From an optimization exercise on the open Yosys and OpenROAD flow, aimed at small area, a short achievable clock period and few clock cycles per item; shortcuts taken in it are not production practice.
The RTL was checked by simulation tests, not by an equivalence proof against the original design.

Setup of onyx:
## bse
module bse (
    input  wire        clk,
    input  wire        rst,
    input  wire        cmd_valid,
    output wire        cmd_ready,
    input  wire [31:0] cmd,
    input  wire [63:0] a0,
    input  wire [63:0] a1,
    input  wire [63:0] a2,
    input  wire [63:0] a3,
    output reg         done,
    output reg  [63:0] r0,
    output wire [63:0] r1,
    output reg  [2:0]  err,
    output reg  [6:0]  sticky
);
export LEC_CHECK = 0
export ABC_AREA = 1
export CAP_MARGIN = 20
export CORE_MARGIN = 2
export CORE_UTILIZATION = 50
export PLACE_DENSITY = 0.6
export SLEW_MARGIN = 20
export SETUP_SLACK_MARGIN = 10.5
export CTS_ARGS = -sink_clustering_enable -repair_clock_nets -dont_use_dummy_load
create_clock -name core_clock -period 15.0 [get_ports {clk}]
standard.sh (not shown) runs the stock make flow with config.mk's settings and CLKGATE_MAP_FILE= SYNTH_SCRIPT=/design/flow/synth_recipe.tcl, a recipe that flattens the netlist after the stock synthesis.
==> flow/flow/run.sh <==
#!/bin/bash
# Own layout flow: the standard flow (standard.sh, which runs ORFS from
# the standard synthesis to the final layout), unchanged except that
#  - the timing repair after floorplan, CTS and global route aims for a setup
#    slack of SETUP_SLACK_MARGIN ns instead of 0, and
#  - clock tree synthesis inserts no dummy loads.
# The clock period, the SDC and every other setting are the design's and
# config.mk's.
set -euo pipefail
cat >> config.mk <<'CFG'
export SETUP_SLACK_MARGIN = 10.5
export CTS_ARGS = -sink_clustering_enable -repair_clock_nets -dont_use_dummy_load
CFG
bash standard.sh > standard.log 2>&1
Testbench counts of onyx, summed over its fixed seeds: cycles 34,296, cmds 32,000.
### onyx -> pepper
--- a/flow/design.v
+++ b/flow/design.v
@@ -175,14 +175,15 @@
     wire [3:0] dsel = 4'b0001 << d;
     wire [3:0] asel = 4'b0001 << i_sa;
     wire [3:0] bsl  = 4'b0001 << i_sb;
     wire [3:0]  s_capbad, s_short;
     wire [9:0]  s_wend  [0:3];
     wire [8:0]  s_avail [0:3];
     wire [10:0] s_st    [0:3];
+    wire [3:0]  s_wrnw  [0:3];       
     genvar gs;
     generate
         for (gs = 0; gs < 4; gs = gs + 1) begin : M
             wire [8:0]  p  = pos_q[gs];
             wire [3:0]  nw = nw_q[gs];
             wire [9:0]  we = {1'b0, p} + {3'd0, i_c};
             reg [3:0] lim;
@@ -193,34 +194,34 @@
                     4'd6:    lim = 4'd6;
                     4'd7:    lim = 4'd7;
                     default: lim = 4'd8;
                 endcase
             end
             wire [10:0] room = {2'd0, lim, 5'd0} - {2'd0, p} - {4'd0, i_c};
             assign s_wend[gs]   = we;
+            wire [4:0]  need = we[9:5] + {4'd0, we[4:0] != 5'd0};
+            wire nw_ok1 = ({1'b0, nw} >= need);
+            wire nw_ok2 = ({nw, 1'b0} >= need);
+            wire nw_ok3 = ({nw[3:0], 2'b0} >= {1'b0, need});
+            assign s_wrnw[gs] = nw_ok1 ? nw : nw_ok2 ? {nw[2:0], 1'b0} :
+                                nw_ok3 ? {nw[1:0], 2'b0} : {nw[0], 3'b0};
             assign s_capbad[gs] = room[10];
             assign s_avail[gs]  = len_q[gs] - p;
             assign s_short[gs]  = ({2'b0, i_c} >= s_avail[gs]);
             assign s_st[gs]     = {2'b0, p} - {4'b0, i_b};
         end
     endgenerate
     wire [8:0]  P     = pos_q[d];
     wire [8:0]  L     = len_q[d];
     wire [3:0]  NW    = nw_q[d];
     wire [8:0]  LA    = len_q[i_sa];
     wire [8:0]  LB    = len_q[i_sb];
     wire [9:0]  wend  = s_wend[d];
     wire [9:0]  wlast = wend - 10'd1;
     wire        cap_bad = |(dsel & s_capbad);
-    wire [4:0]  need   = wend[9:5] + {4'd0, wend[4:0] != 5'd0};
-    wire        nw_ok1 = ({1'b0, NW} >= need);
-    wire        nw_ok2 = ({NW, 1'b0} >= need);
-    wire        nw_ok3 = ({NW[3:0], 2'b0} >= {1'b0, need}) || NW[3];
-    wire [3:0]  wr_nw = nw_ok1 ? NW : nw_ok2 ? {NW[2:0], 1'b0} : nw_ok3 ? {NW[1:0], 2'b0} :
-                        {NW[0], 3'b0};
     wire [8:0]  avail = s_avail[d];
     wire        rd_short = |(dsel & s_short);
     wire [6:0]  rd_k  = rd_short ? avail[6:0] : i_c;
     wire [8:0]  rd_np = rd_short ? L : wend[8:0];
     wire [10:0] n_st  = s_st[d];
     wire [8:0] initc_sum = i_a0[8:0] + 9'd31;
     wire [3:0] initc_nw  = (i_a0[8:0] == 9'd0) ? 4'd1 : initc_sum[8:5];
@@ -330,15 +331,16 @@
     reg  [6:0]  dc_rlo, dc_rk;       
     reg         dc_rfull;
     reg  [3:0]  dc_wsoh;             
     reg  [7:0]  dc_words;            
     reg  [11:0] dc_plc;              
     reg  [3:0]  dc_mlo, dc_mhi;      
     reg  [4:0]  dc_plo, dc_phi;      
-    reg  [63:0] dc_val;              
+    reg  [95:0] dc_y;
+    wire [63:0] dc_val = dc_y[63:0];
     reg         dc_bupd;             
     reg  [3:0]  dc_bld;              
     reg  [2:0]  dc_vop;
     wire [3:0]  u_hk  = hkof(u_st[7:5]);
     wire [3:0]  u_oh  = 4'b0001 << u_st[6:5];
     wire [3:0]  u_r0  = u_oh;
     wire [3:0]  u_r1  = {u_oh[2:0], u_oh[3]};
@@ -378,15 +380,15 @@
         dc_plc  <= bsel ? 12'd0 : n_plc;
         dc_mlo  <= bsel ? 4'd0 : 4'b0001 << wf[1:0];
         dc_mhi  <= bsel ? 4'd0 : 4'b0001 << wl[1:0];
         dc_bupd <= x_run && x_rd;
         dc_bld  <= bsel ? (x_cw[0] ? 4'b1100 : 4'b0011) : 4'b0000;
         dc_plo  <= P[4:0];
         dc_phi  <= wlast[4:0];
-        dc_val  <= dc_bupd ? bd : i_a0;
+        dc_y    <= dc_bupd ? {32'd0, bd} : {32'd0, i_a0} << n_st[4:0];
     end
     reg        da_v;
     reg  [2:0] da_err;
     reg        da_r0w, da_r0x, da_rdff;
     reg  [9:0] da_q;
     reg        da_r1w;
     reg  [6:0] da_r1;
@@ -425,15 +427,17 @@
                     open_q[d] <= 1'b0;
                 if (op_setpos)
                     pos_q[d] <= i_a0[8:0];
                 if (op_wr) begin
                     pos_q[d] <= wend[8:0];
                     if (rd_short)                
                         len_q[d] <= wend[8:0];
-                    nw_q[d]  <= wr_nw;
+                    for (k = 0; k < 4; k = k + 1)
+                        if (dsel[k])
+                            nw_q[k] <= s_wrnw[k];
                 end
                 if (op_rd)
                     pos_q[d] <= rd_np;
                 if (op_dab || op_da) begin
                     open_q[d] <= 1'b1;
                     nw_q[d]   <= nw_q[i_sa];
                     len_q[d]  <= LA;
@@ -522,15 +526,15 @@
             V_AND:   begin bd1 = dc_val;  bd0 = 64'd0;   end
             V_OR:    begin bd1 = ~64'd0;  bd0 = dc_val;  end
             V_XOR:   begin bd1 = ~dc_val; bd0 = dc_val;  end
             default: begin bd1 = ~64'd0;  bd0 = 64'd0;   end
         endcase
     end
     assign bd = (X & bd1) | (~X & bd0);
-    wire [95:0] y   = {32'd0, dc_val} << dc_sh;
+    wire [95:0] y   = dc_y;
     wire [31:0] tlo = ~32'd0 << dc_plo;
     wire [31:0] thi = ~(~32'd0 << dc_phi) | (32'd1 << dc_phi);
     generate
         for (gk = 0; gk < 4; gk = gk + 1) begin : K
             wire [31:0] yk = ({32{dc_plc[gk*3 + 0]}} & y[31:0]) |
                              ({32{dc_plc[gk*3 + 1]}} & y[63:32]) |
                              ({32{dc_plc[gk*3 + 2]}} & y[95:64]) |
Findings:
- Relative to onyx, ratio of cells with drive above 1 in the final layout has decreased by 0.26 points in pepper.
- Run comparison: pepper launch point of the worst path dc_rlo[0]; onyx launch point of the worst path i_sd[0]
- Overall fraction of global-route tracks in use in pepper is 0.99 points above onyx.
- Adder-cell share of the synthesized area up 0.85 points in pepper wrt onyx
- In terms of layout filler cell count, pepper and onyx differ only marginally.
- Critical path depth sits lower in pepper than in onyx.
- Taking pepper over onyx, the highest achievable clock rate ratio works out to 1.09.
Testbench counts of pepper, summed over its fixed seeds: cycles 34,296, cmds 32,000.

## afterwards: timing with drivers on the ports
In the flow no input, the clock included, has a driving cell. The finished layouts below were timed again as built, in two steps. Step 1, drivers: a clkbuf_16 drives clk and a buf_2 each remaining input, both assumed. Step 2 adds t to the input delays and takes it off the output delays; t is the mean of the earliest and latest rising clock arrival at the registers after step 1. Input paths then give back, and output paths get back, about the clock's delay inside the block. Slacks: ideal / step 1 / step 2; pairs: ideal / step 1.
run	t (ns)	slack for setup (ns)	hold WS [ns]	worst data-port slew with drivers (ns)	cell pins on the clock port's net
onyx	0.887	10.110 / 10.110 / 9.616	0.441 / 0.441 / 0.441	0.17	1
pepper	0.877	10.524 / 10.471 / 9.660	0.457 / 0.457 / 0.457	0.10	1
After both steps every run listed still meets setup and hold. For pepper, which loses most, drivers alone change the setup slack by -0.053 ns; drivers and shift together by -0.864 ns.
